What follows belongs to an exercise in optimizing a design on an open flow for small area; a production flow would make more cautious choices.
In this exercise RTL edits were held to simulation tests only and were not proved equivalent to the original.
The flow treats the clock pin as an ideal source, which a real chip does not have.
No activity file was given, so power comes from the tool's default toggle rates.

==> flow/config.mk <==
export PLATFORM = sky130hd
export DESIGN_NAME = tws_step
export DESIGN_NICKNAME = tws_step
export VERILOG_FILES = /design/flow/design.v
export SDC_FILE = /design/flow/constraint.sdc
export NUM_CORES = 4
export LEC_CHECK = 0
export CAP_MARGIN = 20
export CORE_MARGIN = 2
export CORE_UTILIZATION = 60
export PLACE_DENSITY = 0.75
export SLEW_MARGIN = 20
==> flow/constraint.sdc <==
create_clock -name core_clock -period 10.0 [get_ports {clk}]
set_input_delay 2.0000 -clock core_clock [delete_from_list [all_inputs] [get_ports {clk}]]
set_output_delay 2.0000 -clock core_clock [all_outputs]
set_load 0.01 [all_outputs]
==> flow/design.v <==
module tws_bus (
    input  wire       clk,
    input  wire       rst,
    input  wire       scl,          
    input  wire       sda,          
    input  wire       bus_active,   
    output reg  [7:0] sbr,
    output wire       scl_dl,
    output wire       sda_dl
);
    localparam [2:0] M_NONE   = 3'd0,
                     M_CHECK  = 3'd1,
                     M_READ   = 3'd2,
                     M_RACK   = 3'd3,
                     M_SEND   = 3'd4,
                     M_SACK   = 3'd5,
                     M_DONE_A = 3'd6,
                     M_DONE_N = 3'd7;
    reg       p_scl, p_sda;
    reg       x;
    reg [2:0] m;
    reg [3:0] cnt;
    localparam [3:0] C_0 = 4'b0000, C_14 = 4'b0100, C_15 = 4'b1000;
    wire [3:0] cnt_inc = {cnt[2:0], cnt[3] ^ cnt[0] ^ ~|cnt[2:0]};
    reg [7:0] shreg;
    reg       dout;
    wire rise  = ~p_scl & scl;
    wire fall  = p_scl & ~scl;
    wire start = p_scl & scl & p_sda & ~sda;
    wire stop  = p_scl & scl & ~p_sda & sda;
    wire counting = (m != M_NONE);
    wire ovf      = counting & x;
    wire ss       = !counting & x;
    wire match    = (shreg[7:1] == 7'h2C) || (shreg[7:1] == 7'd0);
    wire oe       = (m == M_READ) || (m == M_SEND) ||
                    (m == M_SACK) || (m == M_DONE_A);
    reg       n_x;
    reg [2:0] n_m;
    reg [3:0] n_cnt;
    reg [7:0] n_shreg;
    reg [7:0] n_sbr;
    always @* begin
        n_x     = x;
        n_m     = m;
        n_cnt   = cnt;
        n_shreg = shreg;
        n_sbr   = sbr;
        if (counting && !x) begin
            if (rise)
                n_shreg = {shreg[6:0], sda};
            if (rise || fall) begin
                n_cnt = cnt_inc;
                if (cnt == C_15)
                    n_x = 1'b1;
            end
        end
        if (ovf) begin
            n_x = 1'b0;
            if (m == M_SEND)
                n_shreg = sbr;
            else
                n_shreg[7:6] = 2'b00;
            if (m != M_READ && m != M_SEND)
                n_cnt = C_14;
            case (m)
                M_CHECK:
                    if (match)
                        n_m = shreg[0] ? M_SEND : M_READ;
                    else
                        n_m = M_NONE;
                M_READ:   n_m = M_RACK;
                M_RACK: begin
                    n_sbr = shreg;
                    n_m   = M_DONE_A;
                end
                M_SEND:   n_m = M_SACK;
                M_SACK:   n_m = M_DONE_N;
                default:  n_m = M_NONE;    
            endcase
        end
        if (start) begin
            n_m = M_NONE;
            n_x = 1'b1;
        end else if (stop) begin
            n_m = M_NONE;
            n_x = 1'b0;
        end else if (ss && !scl) begin
            n_cnt = C_0;
            n_m   = M_CHECK;
            n_x   = 1'b0;
        end
    end
    always @(posedge clk) begin
        p_scl <= scl;
        p_sda <= sda;
        cnt   <= n_cnt;
        shreg <= n_shreg;
        if (!scl)
            dout <= n_shreg[7];
        if (rst) begin
            x   <= 1'b0;
            m   <= M_NONE;
            sbr <= 8'h10;
        end else if (!bus_active) begin
            x <= 1'b0;
            m <= M_NONE;
        end else begin
            x   <= n_x;
            m   <= n_m;
            sbr <= n_sbr;
        end
    end
    assign scl_dl = ovf;
    assign sda_dl = oe & ~dout;
endmodule
module tws_motion (
    input  wire       clk,
    input  wire       rst,
    input  wire       lim_up_pin,
    input  wire       lim_dn_pin,
    input  wire [7:0] sbr,
    output wire       bus_active,
    output wire       step_out,
    output wire       dir_out,
    output wire       fault_out,
    output wire       hb_out
);
    localparam [2:0] P_H1 = 3'd0, P_H2 = 3'd1, P_H3 = 3'd2, P_H4 = 3'd3,
                     P_L  = 3'd4, P_S  = 3'd5, P_T  = 3'd6, P_X  = 3'd7;
    localparam [1:0] U_C = 2'd0, U_H = 2'd1, U_L = 2'd2, U_E = 2'd3;
    localparam [4:0] H1C = {P_H1, U_C}, H1H = {P_H1, U_H}, H1L = {P_H1, U_L}, H1E = {P_H1, U_E},
                     H2C = {P_H2, U_C}, H2H = {P_H2, U_H}, H2L = {P_H2, U_L}, H2E = {P_H2, U_E},
                     H3C = {P_H3, U_C}, H3H = {P_H3, U_H}, H3L = {P_H3, U_L}, H3E = {P_H3, U_E},
                     H4C = {P_H4, U_C}, H4H = {P_H4, U_H}, H4L = {P_H4, U_L}, H4E = {P_H4, U_E},
                     LC  = {P_L,  U_C}, LH  = {P_L,  U_H}, LL  = {P_L,  U_L}, LE  = {P_L,  U_E},
                     H1S = {P_S, 2'd0}, H2S = {P_S, 2'd1}, H3S = {P_S, 2'd2}, H4S = {P_S, 2'd3},
                     LT  = {P_T, 2'd0}, HALT = {P_X, 2'd0};
    reg        lim_up, lim_dn, changed;
    reg [4:0]  st;
    reg [2:0]  tmr;
    reg [7:0]  cq;
    reg [2:0]  cr;
    reg [7:0]  s;
    reg        last_dir;
    reg        hb;
    wire [2:0] ph  = st[4:2];
    wire [1:0] sub = st[1:0];
    wire up_n      = ~lim_up_pin;
    wire dn_n      = lim_dn_pin;
    wire set_c     = (up_n != lim_up) || (dn_n != lim_dn);
    wire changed_m = changed | set_c;
    wire move     = (ph <= P_L);                        
    wire in_burst = move && (sub == U_H || sub == U_L);
    wire tz       = (tmr == 3'd0);
    wire at_t     = (cq == s) && (cr == 3'd0);          
    wire above    = (s > cq);                           
    wire halted   = (st == HALT);
    wire [2:0] hpm1 = (ph == P_H2) ? 3'd0 : (ph == P_H3) ? 3'd2 : 3'd1;
    reg [4:0] n_st;
    reg       issue, mv_dir;
    always @* begin
        n_st   = st;
        issue  = 1'b0;
        mv_dir = 1'b0;
        case (st)
            H1C: if (up_n && !at_t) begin issue = 1'b1; n_st = H1H; end
                 else n_st = H1S;
            H2C: if (!dn_n) begin issue = 1'b1; n_st = H2H; end
                 else n_st = H2S;
            H3C: begin issue = 1'b1; mv_dir = 1'b1; n_st = H3H; end
            H4C: begin issue = 1'b1; mv_dir = 1'b1; n_st = H4H; end
            LC:  if (!at_t) begin issue = 1'b1; mv_dir = above; n_st = LH; end
                 else n_st = LT;
            H1H, H2H, H3H, H4H, LH:
                if (tz) n_st = {ph, U_L};
            H1L, H2L, H3L, H4L, LL:
                if (tz) n_st = (changed_m || at_t) ? {ph, U_E} : {ph, U_H};
            H1E: n_st = H1C;
            H2E: n_st = H2S;
            H3E: n_st = H3S;
            H4E: n_st = H4S;
            LE:  n_st = LT;
            H1S: if (tz) n_st = (at_t || up_n) ? HALT : H2C;
            H2S: if (tz) n_st = (at_t || !dn_n) ? HALT : H3C;
            H3S: if (tz) n_st = (at_t || dn_n) ? HALT : H4C;
            H4S: if (tz) n_st = LC;
            LT:  n_st = LC;
            default: n_st = HALT;
        endcase
        if (!halted && up_n && dn_n)
            n_st = HALT;
    end
    reg [2:0] n_tmr;
    always @* begin
        if (sub == U_C && move)
            n_tmr = issue ? hpm1 : 3'd6;
        else if (sub == U_E && move)
            n_tmr = 3'd6;
        else if (in_burst && tz)
            n_tmr = hpm1;
        else
            n_tmr = tmr - 3'd1;
    end
    wire count  = in_burst && sub == U_H && tz;
    wire cnt_up = (ph == P_L) && last_dir;
    reg [7:0] n_cq;
    reg [2:0] n_cr;
    reg       qstep;
    always @* begin
        n_cq  = cq;
        n_cr  = cr;
        qstep = 1'b0;
        case (st)
            H2C: begin n_cq = 8'd225; n_cr = 3'd0; end    
            H3C: begin n_cq = 8'd5;   n_cr = 3'd0; end    
            H4C: begin n_cq = 8'd0;   n_cr = 3'd4; end    
            H4S: begin n_cq = 8'd0;   n_cr = 3'd0; end    
            default: ;
        endcase
        if (count) begin
            if (cnt_up) begin
                if (cr == 3'd4) begin n_cr = 3'd0; qstep = 1'b1; end
                else n_cr = cr + 3'd1;
            end else begin
                if (cr == 3'd0) begin n_cr = (ph == P_L) ? 3'd4 : 3'd7; qstep = 1'b1; end
                else n_cr = cr - 3'd1;
            end
        end
    end
    wire [7:0] qx = cq ^ {8{~cnt_up}};
    wire [7:0] qt;
    assign qt[0] = qstep;
    genvar gi;
    generate for (gi = 1; gi < 8; gi = gi + 1) begin : g_qt
        assign qt[gi] = qt[gi-1] & qx[gi-1];
    end endgenerate
    always @(posedge clk) begin
        lim_up  <= up_n;
        lim_dn  <= dn_n;
        changed <= set_c | (in_burst & changed);
        tmr     <= n_tmr;
        if (rst) begin
            st       <= H1C;
            cq       <= 8'd3;       
            cr       <= 3'd0;
            s        <= 8'd0;
            last_dir <= 1'b0;
            hb       <= 1'b0;
        end else begin
            st <= n_st;
            cq <= n_cq ^ qt;
            cr <= n_cr;
            if (issue && !(up_n && dn_n))
                last_dir <= mv_dir;
            if (st == LT && !(up_n && dn_n)) begin
                s  <= sbr;
                hb <= ~hb;
            end
        end
    end
    assign bus_active = !halted;
    assign step_out   = move && (sub == U_H);
    assign dir_out    = last_dir;
    assign fault_out  = !halted;
    assign hb_out     = hb;
endmodule
module tws_step (
    input  wire clk,
    input  wire rst,
    input  wire scl_in,
    input  wire sda_in,
    input  wire lim_up_pin,
    input  wire lim_dn_pin,
    output wire scl_dl,
    output wire sda_dl,
    output wire step_out,
    output wire dir_out,
    output wire fault_out,
    output wire hb_out
);
    wire [7:0] sbr;
    wire       bus_active;
    tws_bus u_bus (
        .clk        (clk),
        .rst        (rst),
        .scl        (scl_in),
        .sda        (sda_in),
        .bus_active (bus_active),
        .sbr        (sbr),
        .scl_dl     (scl_dl),
        .sda_dl     (sda_dl)
    );
    tws_motion u_motion (
        .clk        (clk),
        .rst        (rst),
        .lim_up_pin (lim_up_pin),
        .lim_dn_pin (lim_dn_pin),
        .sbr        (sbr),
        .bus_active (bus_active),
        .step_out   (step_out),
        .dir_out    (dir_out),
        .fault_out  (fault_out),
        .hb_out     (hb_out)
    );
endmodule
==> flow/flow/run.sh <==
#!/bin/bash
# Own layout flow. It runs the standard synthesis unchanged, then maps its
# combinational logic again for area with ABC (the registers stay the same
# instances, names and cells; the new netlist is proven equal to the
# standard one, else the standard one is kept), then the standard layout
# steps with a smaller clock tree and the smallest port buffers.
# Each tool's full output goes to a log file in the work folder.
set -u
W=$PWD
F=$W/flow
R=$W/orfs/results/${FLOW_PLATFORM}/tws_step/base
YOSYS=$FLOW_HOME/../tools/install/yosys/bin/yosys
[ -x "$YOSYS" ] || YOSYS=yosys
ABC=$FLOW_HOME/../tools/install/yosys/bin/yosys-abc
[ -x "$ABC" ] || ABC=yosys-abc
LIB=$FLOW_HOME/platforms/$FLOW_PLATFORM/lib/sky130_fd_sc_hd__tt_025C_1v80.lib

bash standard.sh synth > $W/log_1_synth.log 2>&1 || { echo "standard synthesis failed"; exit 1; }
cp $R/1_2_yosys.v $W/std_synth.v

export REMAP_LIB=$LIB
export REMAP_IN=$W/std_synth.v
export REMAP_DONTUSE="$(grep -oE 'cell \("?sky130_fd_sc_hd__(lpflow|probe)[A-Za-z0-9_]*' $LIB | sed -E 's/cell \("?//' | tr '\n' ' ')"

# ABC runs: different seeds of the AIG optimisation and two mapping
# scripts, eight at a time; then two more rounds, each from the best
# netlist so far
remap_one() {
  local s=$1 map="amap"
  [ $((s % 2)) -eq 0 ] && map="map -a; amap"
  sed -e "s/@SEED@/$s/; s#@ORIG@#$W/remap_in_$s.blif#; s/@MAP@/$map/" $F/area.abc > $W/remap_$s.abc
  # ABC's cec checks the mapped logic against ABC's input (the netlist
  # in REMAP_IN) before it hands the result back
  REMAP_OUT=$W/remap_$s.v REMAP_ABC=$W/remap_$s.abc \
    $YOSYS -c $F/remap.tcl > $W/log_remap_$s.log 2>&1 &&
    grep -q "Networks are equivalent" $W/log_remap_$s.log &&
    ! grep -qi "NOT EQUIVALENT" $W/log_remap_$s.log &&
    touch $W/remap_$s.ok
}
best=""
best_area=""
pick_best() {
  local s a
  for s in "$@"; do
    [ -f $W/remap_$s.ok ] || continue
    a=$(grep -m1 "Chip area for module" $W/remap_$s.v.stat | awk '{print $NF}')
    echo "remap $s: $a (from $REMAP_IN)"
    if [ -z "$best" ] || awk -v a="$a" -v b="$best_area" 'BEGIN{exit !(a<b)}'; then
      best=$s; best_area=$a
    fi
  done
}
echo "standard synthesis: $(grep -m1 "Chip area" $W/orfs/reports/$FLOW_PLATFORM/tws_step/base/synth_stat.txt | awk '{print $NF}')"
for s in 1 2 3 4 5 6 7 8; do remap_one $s & done
wait
for s in 9 10 11 12 13 14 15 16; do remap_one $s & done
wait
pick_best 1 2 3 4 5 6 7 8 9 10 11 12 13 14 15 16
if [ -n "$best" ]; then
  # second round, from the best netlist of the first
  cp $W/remap_$best.v $W/round1_best.v
  export REMAP_IN=$W/round1_best.v
  for s in 21 22 23 24 25 26 27 28; do remap_one $s & done
  wait
  pick_best 21 22 23 24 25 26 27 28
  cp $W/remap_$best.v $W/round2_best.v
  export REMAP_IN=$W/round2_best.v
  for s in 31 32 33 34 35 36 37 38; do remap_one $s & done
  wait
  pick_best 31 32 33 34 35 36 37 38
fi
if [ -n "$best" ]; then
  echo "using remap $best: $best_area"
  cp $W/remap_$best.v $R/1_2_yosys.v
  rm -f $R/1_synth.odb $R/1_synth.sdc
else
  echo "no remap passed; keeping the standard netlist"
fi

# port buffers: the smallest buffer; clock: a few buffers at the centroids
# of groups of registers, driven by the clock port, instead of a tree
export BUFFER_PORTS_ARGS="-buffer_cell sky130_fd_sc_hd__buf_1"
export PRE_CTS_TCL=$F/pre_cts.tcl
export CLKROOT_N=4
export CLKROOT_CELL=sky130_fd_sc_hd__clkbuf_8
bash standard.sh "BUFFER_PORTS_ARGS=$BUFFER_PORTS_ARGS" "PRE_CTS_TCL=$PRE_CTS_TCL" finish > $W/log_2_layout.log 2>&1 || { echo "layout failed"; tail -20 $W/log_2_layout.log; exit 1; }
echo "layout done"
==> flow/flow/area.abc <==
strash
write_blif @ORIG@
&get -n
&deepsyn -T 60 -S @SEED@
&put
dch -f
@MAP@
cec @ORIG@
==> flow/flow/pre_cts.tcl <==
# Clock buffering in place of a clock tree: the clock sinks are split into
# CLKROOT_N groups by position (alternately by x and y, equal sizes) and
# each group gets one CLKROOT_CELL buffer at its centroid, driven by the
# clock port. TritonCTS is then told to skip the clock nets.
if { ![info exists ::env(CLKROOT_N)] } { set ::env(CLKROOT_N) 4 }
if { ![info exists ::env(CLKROOT_CELL)] } { set ::env(CLKROOT_CELL) sky130_fd_sc_hd__clkbuf_8 }
set blk [ord::get_db_block]
set dbu [$blk getDbUnitsPerMicron]
set net [$blk findNet clk]
set sinks {}
foreach it [$net getITerms] {
  set b [[$it getInst] getBBox]
  lappend sinks [list [[$it getInst] getName]/[[$it getMTerm] getName] \
    [expr {([$b xMin] + [$b xMax]) / 2}] [expr {([$b yMin] + [$b yMax]) / 2}]]
}
proc split_groups { groups n axis } {
  while { [llength $groups] < $n } {
    # split the largest group in two along the axis with the larger extent
    set groups [lsort -command {apply {{a b} {expr {[llength $b] - [llength $a]}}}} $groups]
    set g [lindex $groups 0]
    set xs [lmap s $g {lindex $s 1}]
    set ys [lmap s $g {lindex $s 2}]
    set dx [expr {[tcl::mathfunc::max {*}$xs] - [tcl::mathfunc::min {*}$xs]}]
    set dy [expr {[tcl::mathfunc::max {*}$ys] - [tcl::mathfunc::min {*}$ys]}]
    set k [expr {$dx >= $dy ? 1 : 2}]
    set g [lsort -integer -index $k $g]
    set h [expr {[llength $g] / 2}]
    set groups [lreplace $groups 0 0 [lrange $g 0 [expr {$h - 1}]] [lrange $g $h end]]
  }
  return $groups
}
set groups [split_groups [list $sinks] $::env(CLKROOT_N) 0]
set i 0
set skip {clk}
foreach g $groups {
  set sx 0; set sy 0
  set pins {}
  foreach s $g {
    lappend pins [get_pins [lindex $s 0]]
    set sx [expr {$sx + [lindex $s 1]}]
    set sy [expr {$sy + [lindex $s 2]}]
  }
  set x [expr {double($sx) / [llength $g] / $dbu}]
  set y [expr {double($sy) / [llength $g] / $dbu}]
  puts "clock group $i: [llength $g] sinks, buffer at $x $y"
  insert_buffer -buffer_cell $::env(CLKROOT_CELL) -net clk -load_pins $pins \
    -location [list $x $y] -buffer_name clkroot_$i -net_name clk_root_$i
  lappend skip clk_root_$i
  incr i
}
global_connect
set_cts_config -skip_nets $skip
estimate_parasitics -placement
set w 0
foreach pin [all_registers -clock_pins -edge_triggered] {
  foreach e {rise fall} { foreach a {min max} {
    set sl [sta::time_ui_sta [get_property $pin slew_${a}_$e]]
    set w [expr {max($w, $sl * 1e12)}]
  } }
}
puts "placement-estimated worst clock-pin slew: $w ps"
==> flow/flow/remap.tcl <==
# Re-map the combinational logic of the standard synthesis netlist for area.
# The flip-flops are kept as they are (same instances, names and cells);
# every other cell is flattened into its liberty function and mapped again
# by ABC. Reads env: REMAP_LIB, REMAP_IN, REMAP_OUT, REMAP_ABC, REMAP_DONTUSE.
yosys -import
read_liberty -ignore_miss_func $::env(REMAP_LIB)
read_verilog $::env(REMAP_IN)
hierarchy -top tws_step
foreach m [tee -q -s result.string select -list-mod =sky130_fd_sc_hd__df* =sky130_fd_sc_hd__edf* =sky130_fd_sc_hd__sdf* =sky130_fd_sc_hd__dl* =sky130_fd_sc_hd__conb*] {
  setattr -mod -set keep_hierarchy 1 $m
}
flatten
foreach m [tee -q -s result.string select -list-mod =A:*] {
  if {$m ne "tws_step"} { blackbox =$m }
}
opt_clean -purge
set du {}
foreach c [split $::env(REMAP_DONTUSE) " "] { if {$c ne ""} { lappend du -dont_use $c } }
abc -liberty $::env(REMAP_LIB) {*}$du -script $::env(REMAP_ABC)
opt_clean -purge
hilomap -singleton -hicell sky130_fd_sc_hd__conb_1 HI -locell sky130_fd_sc_hd__conb_1 LO
insbuf -buf sky130_fd_sc_hd__buf_1 A X
splitnets
opt_clean -purge
# names of our own, so that no internal name matches one of the standard
# netlist's in the equivalence check
yosys rename -enumerate -pattern rm_%
check
tee -o $::env(REMAP_OUT).stat stat -liberty $::env(REMAP_LIB)
write_verilog -noattr -nohex -nodec -noexpr $::env(REMAP_OUT)
==> flow/standard.sh <==
#!/bin/bash
# synth_recipe.tcl (not shown) runs the flow's synth.tcl, then flattens the netlist and writes it again
# the make line also repeats each setting of config.mk as NAME=value (left out here)
make -C /OpenROAD-flow-scripts/flow DESIGN_CONFIG=/design/flow/config.mk WORK_HOME=/design/flow/orfs CLKGATE_MAP_FILE= SYNTH_SCRIPT=/design/flow/synth_recipe.tcl "${@:-finish}"
==> results of run 1 <==
-- registers in the layout (all words and copies together) (netlist names), 3 cells and up --
signal	cells
u_bus.m	3
u_bus.cnt	4
u_motion.tmr	3
u_motion.s	8
u_motion.st	5
u_bus.shreg	8
u_bus.sbr	8
u_motion.cq	8
u_motion.cr	3
-- power by group --
group,internal [µW],switching (µW),total [µW],leakage (µW)
Clock,36.9,57.6,94.5,0.0000288
Combinational,76.5,140,216,0.000450
Sequential,273,34.7,308,0.000487
-- stage by stage --
step	util	total power (µW)	cells	instance area [µm²]	hold slack [ns]
final	0.6556	618.5	414	2815	0.4738
after global routing	0.6556	667.4	414	2815	0.5091
after CTS	0.6556	597.7	414	2815	0.4758
after detailed placement	0.6428	524.1	410	2760	0.4760
after global placement	0.6428	523.4	410	2760	0.4538
after floorplan	-	471.8	347	2654	0.4365
-- how the worst max path moves through the flow --
stage | from | to | cells after the start
global route | rst | u_motion.cr[1]$_SDFFE_PP0P_ | 6
floorplan | lim_up_pin | u_motion.st[2]$_SDFFE_PP0P_ | 8
finish | rst | u_motion.cr[0]$_SDFFE_PP0P_ | 6
CTS | rst | u_motion.cr[0]$_SDFFE_PP0P_ | 6
detailed placement | rst | u_motion.cr[0]$_SDFFE_PP0P_ | 6
global placement | rst | u_motion.cr[0]$_SDFFE_PP0P_ | 6
-- routing by layer --
| metal | global-route usage | share of wire | vias up |
|---|---|---|---|
| li1 | - | - | 1269 |
| met1 | 0.3440 | 0.46 | 1165 |
| met2 | 0.4235 | 0.46 | 88 |
| met3 | 0.02020 | 0.059 | 13 |
| met4 | 0.04701 | 0.018 | 0 |
| met5 | 0 | 0 | - |
-- cell type report, clock buffers not listed --
class,instances,area (µm²)
Tap cell,52,65.06
Inverter,68,255.2
Sequential cell,59,1201
Timing Repair Buffer,11,41.29
Multi-Input combinational cell,220,1197
Fill cell,380,1479
-- worst max-delay path, stage by stage --
cell and delay [ns]:
buf_1 0.20, nor3_1 0.50, clkinv_1 0.27, nor2_1 0.26, clkinv_1 0.21, a2111oi_0 0.39
-- layout by cell type (no fill, tap or decap), drive strengths merged, types with 3 or more instances in the layout --
master / count
a22oi: 3
nand3: 3
nand2: 26
a31oi: 7
o21a: 4
buf: 11
a21oi: 7
clkinv: 68
a2111oi: 3
a222oi: 7
nor3: 14
clkbuf: 4
nor2: 65
dfxtp: 57
a211oi: 4
nor4: 3
o21ai: 23
o22ai: 25
o221ai: 4
==> run_results.csv, run 1 <==
group,metric,value,unit
timing,worstMarginPinSlew,0.9050,ns
grt,grt_pass1_wl,10330,µm
power_and_ir_drop,vdd.ir_drop.worst,0.1151,mV
status,outcome,"complete, no violations",
power_and_ir_drop,p_leak,0.0009657,µW
timing,setup_slack,6.209,ns
detailed_routing,drcViolationCount,0,
detailed_routing,totalWireLength,5936,µm
critical_path,cp_max_fo,10,
grt,grt_max_degree,16,
detailed_routing,dr.pass1.iters,5,
clocking,cts_setup_buffers,0,
place,dp_slack,6.152,ns
timing,drv_slew,0,
place,numPortBuffers,11,
timing,fin_skew,0.01089,ns
clocking,cts-resized-gates,0,
hold_path,min_from,"u_bus.sbr[0]$_SDFFE_PP0P_",
yosys,synth.avg_cell_area,7.648,µm²
floorplanning,die_area,4971,µm²
cells_and_area,final_nets,370,
grt,grt_pass1_vias,2354,
critical_path,start_kind,"primary input",
critical_path,timing.rr.end,"u_motion.cq[7]$_SDFF_PP0_",
cells_and_area,area_growth,6.082,%
critical_path,arrival,3.83,ns
yosys,netlist_instances,347,
detailed_routing,vias_per_cell,6.123,
flow_run,drv_cap,0,
critical_path,required,10.04,ns
power_and_ir_drop,power_density,219.7,nW/µm²
timing,setup_tns,0,ns
place,dpl.hpwl,4498,µm
timing,setup_viol,0,
yosys,syn_area,2654,µm²
hold_path,min_to,"u_motion.s[0]$_SDFFE_PP0P_",
hold_path,min_path_cells,2,
floorplanning,die_width,70.51,µm
detailed_routing,wl_per_cell,14.34,µm
floorplanning,io_pins,12,
critical_path,crit-reg2reg-launch,"u_motion.st[1]$_SDFFE_PP0P_",
place,place.gp.congestion,1.014,
critical_path,timing_worst_setup_path_type,"in2reg",
cells_and_area,drive_gt1_frac,0.01105,
floorplanning,core_region_area,4294,µm²
grt,grt_use_total,0.2467,
critical_path,regToRegSetupSlack,6.56,ns
critical_path,r2r_cells,14,
detailed_routing,drtIter0Drc,240,
yosys,ys.warnings.count,2,
hold_path,hold_path_class,"reg2reg",
critical_path,crit_path_end_kind,"register",
timing,fin_crit_sh,0.3791,
floorplanning,initial_core_util,0.6180,
grt,grt.overflow.total,0,
yosys,syn_nets,353,
timing,min_period,3.791,ns
clocking,path_clk_slew,0.10,ns
timing,hold_violations,0,
detailed_routing,vias,2535,
floorplanning,dieHeight,70.51,µm
grt,antenna_found_initial,0,
clocking,ctsHoldBuffers,0,
floorplanning,placementRows,24,
detailed_routing,antenna_left,0,
timing,rsz0062_at_grt,"false",
cells_and_area,n_antenna_cell,0,
clocking,insertion_delay,0.15,ns
timing,relSlewSlack,0.3921,
timing,clock.fmax,0.2638,GHz
==> run 2: changes to the inputs <==
--- a/flow/design.v
+++ b/flow/design.v
@@ -126,15 +126,14 @@
     output wire       hb_out
 );
     localparam [2:0] P_H1 = 3'd0, P_H2 = 3'd1, P_H3 = 3'd2, P_H4 = 3'd3,
-                     P_L  = 3'd4, P_S  = 3'd5, P_T  = 3'd6, P_X  = 3'd7;
-    localparam [1:0] U_C = 2'd0, U_H = 2'd1, U_L = 2'd2, U_E = 2'd3;
-    localparam [4:0] H1C = {P_H1, U_C}, H1H = {P_H1, U_H}, H1L = {P_H1, U_L}, H1E = {P_H1, U_E},
-                     H2C = {P_H2, U_C}, H2H = {P_H2, U_H}, H2L = {P_H2, U_L}, H2E = {P_H2, U_E},
-                     H3C = {P_H3, U_C}, H3H = {P_H3, U_H}, H3L = {P_H3, U_L}, H3E = {P_H3, U_E},
-                     H4C = {P_H4, U_C}, H4H = {P_H4, U_H}, H4L = {P_H4, U_L}, H4E = {P_H4, U_E},
-                     LC  = {P_L,  U_C}, LH  = {P_L,  U_H}, LL  = {P_L,  U_L}, LE  = {P_L,  U_E},
-                     H1S = {P_S, 2'd0}, H2S = {P_S, 2'd1}, H3S = {P_S, 2'd2}, H4S = {P_S, 2'd3},
-                     LT  = {P_T, 2'd0}, HALT = {P_X, 2'd0};
+                     P_L  = 3'd4, P_X  = 3'd7;
+    localparam [1:0] U_C = 2'd0, U_B = 2'd1, U_E = 2'd2, U_S = 2'd3;
+    localparam [4:0] H1C = {P_H1, U_C}, H1B = {P_H1, U_B}, H1E = {P_H1, U_E}, H1S = {P_H1, U_S},
+                     H2C = {P_H2, U_C}, H2B = {P_H2, U_B}, H2E = {P_H2, U_E}, H2S = {P_H2, U_S},
+                     H3C = {P_H3, U_C}, H3B = {P_H3, U_B}, H3E = {P_H3, U_E}, H3S = {P_H3, U_S},
+                     H4C = {P_H4, U_C}, H4B = {P_H4, U_B}, H4E = {P_H4, U_E}, H4S = {P_H4, U_S},
+                     LC  = {P_L,  U_C}, LB  = {P_L,  U_B}, LE  = {P_L,  U_E}, LT  = {P_L,  U_S},
+                     HALT = {P_X, 2'd0};
     reg        lim_up, lim_dn, changed;
     reg [4:0]  st;
     reg [2:0]  tmr;
@@ -149,13 +148,15 @@
     wire dn_n      = lim_dn_pin;
     wire set_c     = (up_n != lim_up) || (dn_n != lim_dn);
     wire changed_m = changed | set_c;
-    wire move     = (ph <= P_L);                        
-    wire in_burst = move && (sub == U_H || sub == U_L);
+    wire move     = (ph <= P_L);
+    wire in_burst = move && (sub == U_B);
     wire tz       = (tmr == 3'd0);
     wire at_t     = (cq == s) && (cr == 3'd0);          
     wire above    = (s > cq);                           
     wire halted   = (st == HALT);
-    wire [2:0] hpm1 = (ph == P_H2) ? 3'd0 : (ph == P_H3) ? 3'd2 : 3'd1;
+    wire [2:0] hp  = (ph == P_H2) ? 3'd1 : (ph == P_H3) ? 3'd3 : 3'd2;
+    wire [2:0] per = (ph == P_H2) ? 3'd1 : (ph == P_H3) ? 3'd5 : 3'd3;
+    wire high      = in_burst && (tmr >= hp);
     reg [4:0] n_st;
     reg       issue, mv_dir;
     always @* begin
@@ -163,18 +164,16 @@
         issue  = 1'b0;
         mv_dir = 1'b0;
         case (st)
-            H1C: if (up_n && !at_t) begin issue = 1'b1; n_st = H1H; end
+            H1C: if (up_n && !at_t) begin issue = 1'b1; n_st = H1B; end
                  else n_st = H1S;
-            H2C: if (!dn_n) begin issue = 1'b1; n_st = H2H; end
+            H2C: if (!dn_n) begin issue = 1'b1; n_st = H2B; end
                  else n_st = H2S;
-            H3C: begin issue = 1'b1; mv_dir = 1'b1; n_st = H3H; end
-            H4C: begin issue = 1'b1; mv_dir = 1'b1; n_st = H4H; end
-            LC:  if (!at_t) begin issue = 1'b1; mv_dir = above; n_st = LH; end
+            H3C: begin issue = 1'b1; mv_dir = 1'b1; n_st = H3B; end
+            H4C: begin issue = 1'b1; mv_dir = 1'b1; n_st = H4B; end
+            LC:  if (!at_t) begin issue = 1'b1; mv_dir = above; n_st = LB; end
                  else n_st = LT;
-            H1H, H2H, H3H, H4H, LH:
-                if (tz) n_st = {ph, U_L};
-            H1L, H2L, H3L, H4L, LL:
-                if (tz) n_st = (changed_m || at_t) ? {ph, U_E} : {ph, U_H};
+            H1B, H2B, H3B, H4B, LB:
+                if (tz && (changed_m || at_t)) n_st = {ph, U_E};
             H1E: n_st = H1C;
             H2E: n_st = H2S;
             H3E: n_st = H3S;
@@ -193,15 +192,15 @@
     reg [2:0] n_tmr;
     always @* begin
         if (sub == U_C && move)
-            n_tmr = issue ? hpm1 : 3'd6;
+            n_tmr = issue ? per : 3'd6;
         else if (sub == U_E && move)
             n_tmr = 3'd6;
         else if (in_burst && tz)
-            n_tmr = hpm1;
+            n_tmr = per;
         else
             n_tmr = tmr - 3'd1;
     end
-    wire count  = in_burst && sub == U_H && tz;
+    wire count  = in_burst && (tmr == hp);    
     wire cnt_up = (ph == P_L) && last_dir;
     reg [7:0] n_cq;
     reg [2:0] n_cr;
@@ -259,7 +258,7 @@
         end
     end
     assign bus_active = !halted;
-    assign step_out   = move && (sub == U_H);
+    assign step_out   = high;
     assign dir_out    = last_dir;
     assign fault_out  = !halted;
     assign hb_out     = hb;
==> run 2 against run 1 <==
  * Combinational power fell by 59%
  * Hold slack better by 0.0039 ns
  * Die area is 1.1% lower
  * Sequential share of layout area rose by 0.34 points
  * Critical path depth stayed put
  * First-iteration DRC count fell by 27%
  * Worst setup slack got worse by 0.087 ns
  * Critical endpoint is now step_out
  * Final area shrank 0.80%
  * Largest cell class unchanged
  * Register-to-register slack improved by 0.07 ns
==> run_results.csv, run 2 <==
group,metric,value,unit
critical_path,timing_worst_setup_path_type,"reg2out",
grt,grt_use_total,0.2260,
place,dp_cells,397,
timing,drv_slew,0,
floorplanning,die_width,70.13,µm
timing,fin_hold_ws,0.4777,ns
cells_and_area,final_nets,357,
power_and_ir_drop,swShare,0.2920,
detailed_routing,drtIter0Drc,175,
clocking,insertion_delay,0.15,ns
timing,worstMarginPinSlew,0.6252,ns
floorplanning,dieHeight,70.13,µm
yosys,ys.warnings.count,2,
critical_path,arrival,1.88,ns
cells_and_area,final_common_cell,"clkinv_1",
cells_and_area,n_antenna_cell,0,
detailed_routing,vias,2416,
grt,grt_pass1_vias,2121,
cells_and_area,area_growth,6.438,%
cells_and_area,layoutNonFillerInstCount,401,
cells_and_area,drive_gt1_frac,0.01433,
floorplanning,core_region_area,4294,µm²
critical_path,required,8.00,ns
power_and_ir_drop,vdd.ir_drop.worst,0.1078,mV
yosys,netlist_instances,333,
place,place.gp.congestion,0.8759,
place,numPortBuffers,11,
critical_path,start_kind,"register",
power_and_ir_drop,p_switching,134.1,µW
timing,hold_violations,0,
grt,grt_max_degree,16,
power_and_ir_drop,power.total,459.2,µW
timing,fin_skew,0.01122,ns
timing,min_period,3.878,ns
timing,setup_tns,0,ns
cells_and_area,final_cell_mix,"clkinv_1, dfxtp_1, nor2_1",
timing,rsz0062_at_grt,"false",
timing,relSlewSlack,0.5793,
yosys,synth.avg_cell_area,7.879,µm²
critical_path,crit_path_end_kind,"primary output",
detailed_routing,vias_per_cell,6.025,
timing,setup_slack,6.122,ns
grt,antenna_found_initial,0,
detailed_routing,wl_per_cell,14.01,µm
status,outcome,"complete, no violations",
power_and_ir_drop,clock_power_share,0.210,
detailed_routing,dr.pass1.iters,5,
flow_run,drv_cap,0,
timing,setup_viol,0,
power_and_ir_drop,p_int,325.1,µW
grt,grt_pass1_wl,9494,µm
power_and_ir_drop,power.share.combinational,0.193,
timing,fin_crit_sh,0.3878,
power_and_ir_drop,power_density,164.4,nW/µm²
floorplanning,die_area,4918,µm²
clocking,ctsHoldBuffers,0,
detailed_routing,drcViolationCount,0,
floorplanning,io_pins,12,
power_and_ir_drop,pwr-share-seq,0.596,
hold_path,hold_path_class,"reg2reg",
place,dpl.hpwl,4362,µm
timing,clock.fmax,0.2579,GHz
detailed_routing,totalWireLength,5620,µm
yosys,syn_nets,339,
power_and_ir_drop,p_leak,0.0009692,µW
clocking,cts-resized-gates,0,
floorplanning,initial_core_util,0.6110,
cells_and_area,n_fill_cell,375,
critical_path,cp_max_fo,8,
clocking,cts_setup_buffers,0,
clocking,path_clk_slew,0.09,ns
detailed_routing,antenna_left,0,
place,dp_slack,6.075,ns
yosys,syn_area,2624,µm²
grt,grt.overflow.total,0,
floorplanning,placementRows,24,
==> run 2: power groups by stage <==
stage | clock network (µW) | logic (µW) | registers, µW
2_1_floorplan | 0 | 68.8 | 275
3_3_place_gp | 0 | 85.9 | 279
3_5_place_dp | 0 | 87.0 | 279
4_1_cts | 72.2 | 87.3 | 279
5_1_grt | 106 | 103 | 277
6_report | 96.6 | 88.8 | 274
==> run 2: worst paths after layout <==
check	cells past startpoint	from	end	slack, ns
worst max-delay path	6	u_motion.st[2]$_SDFFE_PP0P_	step_out	6.12
worst min-delay path	2	u_motion.changed$_DFF_P_	u_motion.changed$_DFF_P_	0.48
worst max register to register	16	u_motion.st[2]$_SDFFE_PP0P_	u_motion.cq[7]$_SDFF_PP0_	6.63
worst min register to register	2	u_motion.changed$_DFF_P_	u_motion.changed$_DFF_P_	0.48
==> run 2: per-layer routing <==
layer,routed length [µm],up-vias,track usage,part of all wire
li1,-,1251,-,-
met1,2966,1121,0.3638,0.53
met2,2361,33,0.3376,0.42
met3,161,11,0.01154,0.029
met4,131,0,0.04274,0.023
met5,0,-,0,0
==> run 2: worst max-delay path: stages (launching register included) <==
cell	delay, ns
dfxtp_1	0.40
nor2_1	0.27
nor2_1	0.11
nor3_1	0.38
clkinv_1	0.21
a41oi_1	0.19
buf_1	0.17
==> run 2: through the flow <==
stage	area, µm²	util
after global routing	2793	0.6504
final	2793	0.6504
after floorplan	2624	-
after detailed placement	2738	0.6375
after global placement	2738	0.6375
after CTS	2793	0.6504
==> run 2: area by class of cell, clock buffers not listed <==
| class | instances | area (µm²) | area share |
|---|---|---|---|
| flip-flops and latches | 59 | 1201 | 0.4301 |
| inverters | 61 | 229.0 | 0.08199 |
| repair buffers | 12 | 48.80 | 0.01747 |
| well taps | 52 | 65.06 | 0.02330 |
| multi-input cells | 213 | 1194 | 0.4274 |
==> run 3: changes to the inputs <==
--- a/flow/flow/run.sh
+++ b/flow/flow/run.sh
@@ -55,7 +55,11 @@
 wait
 for s in 9 10 11 12 13 14 15 16; do remap_one $s & done
 wait
-pick_best 1 2 3 4 5 6 7 8 9 10 11 12 13 14 15 16
+for s in 41 42 43 44 45 46 47 48; do remap_one $s & done
+wait
+for s in 51 52 53 54 55 56 57 58; do remap_one $s & done
+wait
+pick_best 1 2 3 4 5 6 7 8 9 10 11 12 13 14 15 16 41 42 43 44 45 46 47 48 51 52 53 54 55 56 57 58
 if [ -n "$best" ]; then
   # second round, from the best netlist of the first
   cp $W/remap_$best.v $W/round1_best.v
==> run 3 against run 2 <==
  * Clock power fell by 2%
  * Final area fell by 1.6%
  * Sequential share of layout area up 0.69 points
  * Clock skew increased by 0.0032 ns
  * Total power grew 4.4%
  * Core utilization up 2.2 points
  * Fmax down 0.76%
  * Via count is 0.58% higher
  * Global-route usage increased by 0.33 points
  * First-iteration DRC count grew 52%
  * Wire length decreased by 1.1%
  * Critical path type unchanged
  * Largest cell class unchanged
  * Largest power group unchanged
==> run_results.csv, run 3 <==
group,metric,value,unit
status,outcome,"complete, no violations",
cells_and_area,final_cell_mix,"clkinv_1, dfxtp_1, nor2_1",
yosys,syn_nets,336,
place,dpl.hpwl,4218,µm
timing,worstMarginPinSlew,0.5624,ns
power_and_ir_drop,clock_power_share,0.198,
detailed_routing,totalWireLength,5560,µm
timing,fin_crit_sh,0.3907,
power_and_ir_drop,swShare,0.2992,
floorplanning,dieHeight,69.70,µm
hold_path,hold_path_class,"reg2reg",
floorplanning,core_region_area,4086,µm²
critical_path,arrival,1.91,ns
grt,grt_pass1_wl,9632,µm
floorplanning,io_pins,12,
grt,grt_use_total,0.2293,
detailed_routing,dr.pass1.iters,5,
floorplanning,placementRows,23,
clocking,cts-resized-gates,0,
place,numPortBuffers,11,
power_and_ir_drop,p_leak,0.0009232,µW
cells_and_area,final_nets,353,
clocking,cts_setup_buffers,0,
grt,grt_pass1_vias,2113,
clocking,insertion_delay,0.15,ns
yosys,netlist_instances,330,
power_and_ir_drop,vdd.ir_drop.worst,0.1126,mV
critical_path,start_kind,"register",
cells_and_area,area_growth,6.135,%
cells_and_area,fin_util,0.6727,
timing,clock.fmax,0.2559,GHz
timing,relSlewSlack,0.6237,
cells_and_area,final_common_cell,"clkinv_1",
cells_and_area,n_fill_cell,365,
floorplanning,initial_core_util,0.6338,
timing,fin_hold_ws,0.4748,ns
critical_path,cp_max_fo,8,
cells_and_area,drive_gt1_frac,0.01159,
critical_path,crit_path_end_kind,"primary output",
timing,min_period,3.907,ns
power_and_ir_drop,power_density,174.3,nW/µm²
place,place.gp.congestion,0.9209,
timing,setup_tns,0,ns
place,dp_cells,391,
power_and_ir_drop,power.total,479.3,µW
cells_and_area,layoutNonFillerInstCount,395,
detailed_routing,antenna_left,0,
cells_and_area,n_antenna_cell,0,
clocking,path_clk_slew,0.10,ns
detailed_routing,vias_per_cell,6.152,
detailed_routing,drcViolationCount,0,
power_and_ir_drop,p_int,335.8,µW
power_and_ir_drop,pwr-share-seq,0.596,
grt,antenna_found_initial,0,
clocking,ctsHoldBuffers,0,
yosys,ys.warnings.count,2,
detailed_routing,wl_per_cell,14.08,µm
yosys,syn_area,2590,µm²
flow_run,drv_cap,0,
floorplanning,die_area,4858,µm²
yosys,synth.avg_cell_area,7.848,µm²
power_and_ir_drop,p_switching,143.4,µW
timing,drv_slew,0,
timing,setup_viol,0,
power_and_ir_drop,power.share.combinational,0.206,
detailed_routing,vias,2430,
timing,fin_skew,0.01442,ns
timing,hold_violations,0,
grt,grt_max_degree,16,
critical_path,timing_worst_setup_path_type,"reg2out",
detailed_routing,drtIter0Drc,266,
floorplanning,die_width,69.70,µm
grt,grt.overflow.total,0,
timing,rsz0062_at_grt,"false",
critical_path,required,8.00,ns
==> run 3: power groups by stage <==
| stage | combinational (µW) | sequential [µW] | clock, µW |
|---|---|---|---|
| 4_1_cts | 97.3 | 291 | 72.2 |
| 6_report | 98.8 | 285 | 95.0 |
| 5_1_grt | 114 | 289 | 105 |
| 3_5_place_dp | 96.8 | 290 | 0 |
| 2_1_floorplan | 76.9 | 285 | 0 |
| 3_3_place_gp | 95.8 | 290 | 0 |
==> run 3: final cells by class, clock buffers not listed <==
cell class	count	area, µm²	area share
flip-flops and latches	59	1201	0.4370
well taps	50	62.56	0.02276
multi-input cells	209	1156	0.4206
repair buffers	11	41.29	0.01502
inverters	62	232.7	0.08466
==> run 3: path summary, 6_finish.rpt <==
path | from | end | slack, ns | cells after the start
worst max-delay path | u_motion.st[3]$_SDFFE_PP0P_ | step_out | 6.09 | 7
worst min-delay path | u_bus.sbr[6]$_SDFFE_PP0P_ | u_motion.s[6]$_SDFFE_PP0P_ | 0.47 | 2
worst max register to register | u_motion.st[3]$_SDFFE_PP0P_ | u_motion.cq[7]$_SDFF_PP0_ | 6.64 | 17
worst min register to register | u_bus.sbr[6]$_SDFFE_PP0P_ | u_motion.s[6]$_SDFFE_PP0P_ | 0.47 | 2
==> run 3: worst max-delay path, stage by stage, from the launching register on <==
cell	delay, ns
dfxtp_1	0.40
clkinv_1	0.25
nand2_1	0.27
nand2_1	0.10
or2_0	0.23
a221oi_1	0.29
nor2_1	0.10
buf_1	0.13
==> run 3: routing by layer <==
metal,global-route usage,up-vias,part of all wire
met2,0.3675,82,0.42
met5,0,-,0
li1,-,1219,-
met4,0.02991,0,0.015
met1,0.3535,1122,0.50
met3,0.01017,7,0.058
==> run 3: through the flow <==
step / cell area [µm²] / worst slack, ns
after floorplan: 2590 / 6.638
after global placement: 2694 / 6.307
after detailed placement: 2694 / 6.149
after CTS: 2749 / 6.149
after global routing: 2749 / 5.962
final: 2749 / 6.093
==> run 4: changes to the inputs <==
--- a/flow/flow/run.sh
+++ b/flow/flow/run.sh
@@ -26,9 +26,10 @@
 # scripts, eight at a time; then two more rounds, each from the best
 # netlist so far
 remap_one() {
-  local s=$1 map="amap"
+  local s=$1 map="amap" t=60
   [ $((s % 2)) -eq 0 ] && map="map -a; amap"
-  sed -e "s/@SEED@/$s/; s#@ORIG@#$W/remap_in_$s.blif#; s/@MAP@/$map/" $F/area.abc > $W/remap_$s.abc
+  [ $s -le 16 ] && t=150
+  sed -e "s/@SEED@/$s/; s/@T@/$t/; s#@ORIG@#$W/remap_in_$s.blif#; s/@MAP@/$map/" $F/area.abc > $W/remap_$s.abc
   # ABC's cec checks the mapped logic against ABC's input (the netlist
   # in REMAP_IN) before it hands the result back
   REMAP_OUT=$W/remap_$s.v REMAP_ABC=$W/remap_$s.abc \
@@ -55,11 +56,7 @@
 wait
 for s in 9 10 11 12 13 14 15 16; do remap_one $s & done
 wait
-for s in 41 42 43 44 45 46 47 48; do remap_one $s & done
-wait
-for s in 51 52 53 54 55 56 57 58; do remap_one $s & done
-wait
-pick_best 1 2 3 4 5 6 7 8 9 10 11 12 13 14 15 16 41 42 43 44 45 46 47 48 51 52 53 54 55 56 57 58
+pick_best 1 2 3 4 5 6 7 8 9 10 11 12 13 14 15 16
 if [ -n "$best" ]; then
   # second round, from the best netlist of the first
   cp $W/remap_$best.v $W/round1_best.v
==> flow/flow/area.abc (replaced) <==
strash
write_blif @ORIG@
&get -n
&deepsyn -T @T@ -S @SEED@
&put
dch -f
@MAP@
cec @ORIG@
==> run 4 against run 3 <==
  * Still clean
  * Final area up 1.9%
  * Critical path depth unchanged
  * Die area up 1.6%
  * Total power down 3.6%
==> run_results.csv, run 4 <==
group,metric,value,unit
cells_and_area,stdcell_area,2801,µm²
detailed_routing,vias,2445,
grt,grt_pass1_vias,2273,
cells_and_area,layoutNonFillerInstCount,408,
critical_path,cp-startpoint,"scl_in",
power_and_ir_drop,p_switching,133.0,µW
power_and_ir_drop,clock_power_share,0.205,
critical_path,cp_max_fo,10,
critical_path,required,9.89,ns
critical_path,start_kind,"primary input",
detailed_routing,vias_per_cell,5.993,
power_and_ir_drop,pwr-share-seq,0.588,
place,dpl.hpwl,4242,µm
floorplanning,die_area,4934,µm²
timing,setup_viol,0,
power_and_ir_drop,vdd.ir_drop.worst,0.1155,mV
power_and_ir_drop,p_leak,0.0009506,µW
clocking,insertion_delay,0.15,ns
cells_and_area,n_antenna_cell,0,
flow_run,drv_cap,0,
place,numPortBuffers,11,
timing,drv_slew,0,
floorplanning,placementRows,24,
yosys,synth.avg_cell_area,7.743,µm²
clocking,path_clk_slew,0.09,ns
timing,clock.fmax,0.2608,GHz
floorplanning,dieHeight,70.24,µm
yosys,syn_area,2633,µm²
place,place.gp.congestion,0.9174,
grt,grt_use_total,0.2276,
detailed_routing,drtIter0Drc,142,
detailed_routing,wl_per_cell,13.61,µm
detailed_routing,drcViolationCount,0,
cells_and_area,drive_gt1_frac,0.01404,
status,outcome,"complete, no violations",
detailed_routing,dr.pass1.iters,5,
clocking,ctsHoldBuffers,0,
yosys,syn_nets,346,
place,dp_cells,404,
cells_and_area,final_common_cell,"clkinv_1",
cells_and_area,final-seq-area,1201,µm²
timing,worstMarginPinSlew,0.6333,ns
yosys,netlist_instances,340,
timing,rsz0062_at_grt,"false",
timing,fin_crit_sh,0.3835,
critical_path,crit_path_end_kind,"register",
place,placed_cell_area,2746,µm²
clocking,cts-resized-gates,0,
timing,fin_skew,0.004628,ns
timing,min_period,3.835,ns
power_and_ir_drop,power.share.combinational,0.207,
hold_path,min_from,"u_motion.changed$_DFF_P_",
clocking,cts_setup_buffers,0,
cells_and_area,final_nets,364,
critical_path,arrival,3.73,ns
yosys,ys.warnings.count,2,
grt,antenna_found_initial,0,
floorplanning,die_width,70.24,µm
cells_and_area,area_growth,6.416,%
critical_path,timing_worst_setup_path_type,"in2reg",
cells_and_area,n_fill_cell,377,
critical_path,crit-reg2reg-launch,"u_motion.st[2]$_SDFFE_PP0P_",
timing,hold_violations,0,
hold_path,hold_path_class,"reg2reg",
grt,grt.overflow.total,0,
floorplanning,core_region_area,4294,µm²
power_and_ir_drop,swShare,0.2879,
floorplanning,io_pins,12,
power_and_ir_drop,power_density,165.0,nW/µm²
power_and_ir_drop,p_int,329.1,µW
detailed_routing,totalWireLength,5553,µm
timing,setup_tns,0,ns
grt,grt_max_degree,16,
floorplanning,initial_core_util,0.6131,
grt,grt_pass1_wl,9632,µm
detailed_routing,antenna_left,0,
timing,relSlewSlack,0.5762,
cells_and_area,final_cell_mix,"clkinv_1, dfxtp_1, nor2_1",
cells_and_area,multi_input_area,1157,µm²
==> run 4: changes by cell type in the layout (fill, tap and decap cells not counted), moves of 3 or more <==
cell and change:
o21ai_0 +5, o221ai_1 -3, nor3_1 +6, clkinv_1 +11, a31oi_1 +4, a211oi_1 -3
nand2_1 -7, a22oi_1 -3, a21oi_1 -5
==> run 4: metal layers <==
layer,track usage,up-vias,part of all wire
li1,-,1248,-
met1,0.3013,1096,0.46
met2,0.3941,89,0.46
met3,0.02886,12,0.059
met4,0.05556,0,0.019
met5,0,-,0
==> run 4: worst paths after layout <==
kind	endpoint	depth (start not counted)	slack, ns
max	u_bus.dout$_DFFE_PN_	7	6.16
min	u_motion.changed$_DFF_P_	2	0.48
max reg2reg	u_motion.cq[5]$_SDFF_PP0_	11	7.04
min reg2reg	u_motion.changed$_DFF_P_	2	0.48
==> run 4: worst max-delay path, stage by stage <==
cell,delay [ns]
buf_1,0.13
nand2_1,0.11
o2111ai_1,0.29
nor2_1,0.59
nor2_1,0.16
a222oi_1,0.32
clkinv_1,0.13
==> run 4: cell type report, clock buffers not listed <==
cell class	instances	area share
Timing Repair Buffer	12	0.01742
Inverter	73	0.09781
Sequential cell	59	0.4288
Multi-Input combinational cell	208	0.4131
Tap cell	52	0.02322
==> run 4: power groups by stage <==
stage | sequential (µW) | clock [µW] | combinational [µW]
6_report | 272 | 94.5 | 95.7
3_5_place_dp | 277 | 0 | 93.7
4_1_cts | 277 | 72.2 | 94.2
5_1_grt | 275 | 105 | 110
3_3_place_gp | 277 | 0 | 90.8
2_1_floorplan | 275 | 0 | 73.9
==> run 4: stage by stage <==
stage,worst slack (ns),util,total power [µW],hold WS [ns]
finish,6.165,0.6524,462.1,0.4814
floorplan,6.570,-,348.6,0.4307
global route,5.909,0.6524,489.7,0.5178
CTS,6.066,0.6524,443.8,0.4597
global placement,6.175,0.6396,367.9,0.4529
detailed placement,6.073,0.6396,371.0,0.4537
==> run 5: changes to the inputs <==
--- a/flow/flow/run.sh
+++ b/flow/flow/run.sh
@@ -23,13 +23,12 @@
 export REMAP_DONTUSE="$(grep -oE 'cell \("?sky130_fd_sc_hd__(lpflow|probe)[A-Za-z0-9_]*' $LIB | sed -E 's/cell \("?//' | tr '\n' ' ')"
 
 # ABC runs: different seeds of the AIG optimisation and two mapping
-# scripts, eight at a time; then two more rounds, each from the best
+# scripts, eight at a time; then three more rounds, each from the best
 # netlist so far
 remap_one() {
-  local s=$1 map="amap" t=60
+  local s=$1 map="amap"
   [ $((s % 2)) -eq 0 ] && map="map -a; amap"
-  [ $s -le 16 ] && t=150
-  sed -e "s/@SEED@/$s/; s/@T@/$t/; s#@ORIG@#$W/remap_in_$s.blif#; s/@MAP@/$map/" $F/area.abc > $W/remap_$s.abc
+  sed -e "s/@SEED@/$s/; s#@ORIG@#$W/remap_in_$s.blif#; s/@MAP@/$map/" $F/area.abc > $W/remap_$s.abc
   # ABC's cec checks the mapped logic against ABC's input (the netlist
   # in REMAP_IN) before it hands the result back
   REMAP_OUT=$W/remap_$s.v REMAP_ABC=$W/remap_$s.abc \
@@ -52,24 +51,29 @@
   done
 }
 echo "standard synthesis: $(grep -m1 "Chip area" $W/orfs/reports/$FLOW_PLATFORM/tws_step/base/synth_stat.txt | awk '{print $NF}')"
-for s in 1 2 3 4 5 6 7 8; do remap_one $s & done
-wait
-for s in 9 10 11 12 13 14 15 16; do remap_one $s & done
-wait
-pick_best 1 2 3 4 5 6 7 8 9 10 11 12 13 14 15 16
-if [ -n "$best" ]; then
-  # second round, from the best netlist of the first
-  cp $W/remap_$best.v $W/round1_best.v
-  export REMAP_IN=$W/round1_best.v
-  for s in 21 22 23 24 25 26 27 28; do remap_one $s & done
-  wait
-  pick_best 21 22 23 24 25 26 27 28
-  cp $W/remap_$best.v $W/round2_best.v
-  export REMAP_IN=$W/round2_best.v
-  for s in 31 32 33 34 35 36 37 38; do remap_one $s & done
-  wait
-  pick_best 31 32 33 34 35 36 37 38
-fi
+# run_round SEEDS...: the seeds eight at a time, then keep the best
+run_round() {
+  local all="$*" batch=""
+  while [ $# -gt 0 ]; do
+    batch="$1 $2 $3 $4 $5 $6 $7 $8"
+    for s in $batch; do remap_one $s & done
+    wait
+    shift 8 2>/dev/null || shift $#
+  done
+  pick_best $all
+}
+run_round 1 2 3 4 5 6 7 8 9 10 11 12 13 14 15 16 41 42 43 44 45 46 47 48 51 52 53 54 55 56 57 58
+round=2
+for seeds in "21 22 23 24 25 26 27 28 61 62 63 64 65 66 67 68" \
+             "31 32 33 34 35 36 37 38 71 72 73 74 75 76 77 78" \
+             "81 82 83 84 85 86 87 88"; do
+  [ -n "$best" ] || break
+  # a further round, from the best netlist so far
+  cp $W/remap_$best.v $W/round_${round}_in.v
+  export REMAP_IN=$W/round_${round}_in.v
+  run_round $seeds
+  round=$((round + 1))
+done
 if [ -n "$best" ]; then
   echo "using remap $best: $best_area"
   cp $W/remap_$best.v $R/1_2_yosys.v
==> flow/flow/area.abc (replaced) <==
strash
write_blif @ORIG@
&get -n
&deepsyn -T 60 -S @SEED@
&put
dch -f
@MAP@
cec @ORIG@
==> run 5 against run 4 <==
  * Final area decreased by 1.7%
  * Highest routed layer unchanged
  * Cell count decreased by 2.7%
  * Total power barely moved
  * Die area decreased by 1.6%
  * Wire length decreased by 1.8%
  * Worst setup slack gained 0.066 ns
  * Global-route usage increased by 0.80 points
  * Fmax up 1.7%
==> run_results.csv, run 5 <==
group,metric,value,unit
yosys,netlist_instances,331,
flow_run,drv_cap,0,
timing,rsz0062_at_grt,"false",
critical_path,cp_max_fo,9,
cells_and_area,final_common_cell,"clkinv_1",
critical_path,required,8.00,ns
floorplanning,io_pins,12,
yosys,syn_nets,337,
grt,grt.overflow.total,0,
clocking,cts_setup_buffers,0,
grt,grt_pass1_vias,2197,
clocking,insertion_delay,0.15,ns
place,placed_cell_area,2699,µm²
timing,fin_skew,0.01012,ns
cells_and_area,final_cell_mix,"clkinv_1, dfxtp_1, nor2_1",
detailed_routing,wl_per_cell,13.74,µm
power_and_ir_drop,power_density,167.7,nW/µm²
power_and_ir_drop,p_int,328.2,µW
power_and_ir_drop,clock_power_share,0.204,
timing,setup_tns,0,ns
power_and_ir_drop,power.share.combinational,0.193,
clocking,cts-resized-gates,0,
cells_and_area,n_fill_cell,368,
grt,grt_pass1_wl,9756,µm
power_and_ir_drop,p_switching,133.7,µW
timing,setup_viol,0,
cells_and_area,stdcell_area,2754,µm²
clocking,ctsHoldBuffers,0,
place,numPortBuffers,11,
cells_and_area,area_growth,6.431,%
power_and_ir_drop,swShare,0.2895,
floorplanning,die_width,69.67,µm
place,place.gp.congestion,0.9251,
detailed_routing,drtIter0Drc,250,
critical_path,arrival,1.77,ns
cells_and_area,drive_gt1_frac,0.01441,
critical_path,crit_path_end_kind,"primary output",
floorplanning,placementRows,23,
cells_and_area,n_antenna_cell,0,
power_and_ir_drop,power.total,461.9,µW
floorplanning,initial_core_util,0.6332,
grt,grt_max_degree,16,
hold_path,hold_path_class,"reg2reg",
timing,relSlewSlack,0.5087,
timing,min_period,3.769,ns
timing,setup_slack,6.231,ns
place,dpl.hpwl,4235,µm
timing,worstMarginPinSlew,0.7277,ns
grt,antenna_found_initial,0,
timing,drv_slew,0,
floorplanning,dieHeight,69.67,µm
place,dp_slack,6.115,ns
place,dp_cells,393,
power_and_ir_drop,pwr-share-seq,0.603,
power_and_ir_drop,vdd.ir_drop.worst,0.1330,mV
detailed_routing,drcViolationCount,0,
grt,grt_use_total,0.2356,
critical_path,timing_worst_setup_path_type,"reg2out",
cells_and_area,final_nets,355,
yosys,synth.avg_cell_area,7.817,µm²
cells_and_area,layoutNonFillerInstCount,397,
critical_path,start_kind,"register",
detailed_routing,totalWireLength,5455,µm
power_and_ir_drop,p_leak,0.0009383,µW
status,outcome,"complete, no violations",
yosys,syn_area,2587,µm²
timing,fin_crit_sh,0.3769,
clocking,path_clk_slew,0.10,ns
timing,hold_violations,0,
detailed_routing,antenna_left,0,
floorplanning,core_region_area,4086,µm²
detailed_routing,dr.pass1.iters,4,
floorplanning,die_area,4854,µm²
yosys,ys.warnings.count,2,
detailed_routing,vias,2365,
timing,clock.fmax,0.2653,GHz
detailed_routing,vias_per_cell,5.957,
[run 5: final timing paths]
path                               end  depth (start not counted)                        start  slack (ns)
min               u_bus.cnt[1]$_DFF_P_                          2         u_bus.cnt[1]$_DFF_P_        0.48
max reg2reg  u_motion.cq[7]$_SDFF_PP0_                         16  u_motion.st[3]$_SDFFE_PP0P_        6.65
min reg2reg       u_bus.cnt[1]$_DFF_P_                          2         u_bus.cnt[1]$_DFF_P_        0.48
max                           step_out                          6  u_motion.st[3]$_SDFFE_PP0P_        6.23
[run 5: layout make-up, clock buffers not listed]
| class | instances | area, µm² | area share |
|---|---|---|---|
| Tap cell | 50 | 62.56 | 0.02272 |
| Inverter | 65 | 244.0 | 0.08860 |
| Timing Repair Buffer | 12 | 48.80 | 0.01772 |
| Sequential cell | 59 | 1201 | 0.4362 |
| Multi-Input combinational cell | 207 | 1142 | 0.4148 |
[run 5: worst max-delay path: stages, from the launching register on]
cell	delay [ns]
dfxtp_1	0.39
clkinv_1	0.26
nor2_1	0.36
or3_1	0.20
a221oi_1	0.08
nor2_1	0.15
buf_1	0.18
[run 5: metal layers]
metal,vias to the layer above,global-route usage,wire length (µm)
met5,-,0,0
met2,67,0.4038,2528
met4,0,0.05769,98
met3,10,0.01453,277
li1,1233,-,-
met1,1055,0.3275,2551
[run 5: metrics by stage]
step	utilization	hold slack, ns
final	0.6739	0.4801
after detailed placement	0.6604	0.4694
after global routing	0.6739	0.5002
after floorplan	-	0.4338
after global placement	0.6604	0.4587
after CTS	0.6739	0.4694
[run 5: power by group through the flow]
stage	Combinational [µW]	Clock (µW)	Sequential (µW)
after floorplan	69.4	0	279
after global placement	85.6	0	283
after detailed placement	88.3	0	284
after CTS	88.7	72.2	284
after global routing	104	107	282
final	89.1	94.4	278

==> what the ideal ports hide <==
No port has a modelled driver above. Below, the same layouts with a new extraction and two added sets of constraints.
Step 1 sets driving cells, clkbuf_16 on the clock port and buf_2 on the other inputs (assumed; they add their load-dependent delay and slew).
Step 2, shift: input delay + t, output delay - t, t = (earliest + latest rising clock arrival at the registers) / 2. This alone moves slack from input paths to output paths.
Three values: ideal ports, drivers, drivers and shift; two values: the first two.
run	shift t [ns]	setup slack, ns	latest minus earliest clock arrival (ns)	worst register clock-pin slew, ns	worst slew at a driven data input, ns
run 1	0.205	6.209 / 6.169 / 6.038	0.011 / 0.010	0.10 / 0.10	0.03
run 2	0.208	6.122 / 6.064 / 6.030	0.011 / 0.011	0.10 / 0.10	0.03
run 3	0.207	6.093 / 6.032 / 6.122	0.016 / 0.016	0.10 / 0.10	0.03
run 4	0.206	6.165 / 6.195 / 5.997	0.005 / 0.005	0.09 / 0.09	0.04
run 5	0.205	6.231 / 6.173 / 6.071	0.010 / 0.010	0.10 / 0.10	0.03
After both steps every run listed still meets setup and hold. The setup slack of run 1, which loses most, moves by -0.040 ns with the drivers and by -0.171 ns with both steps.
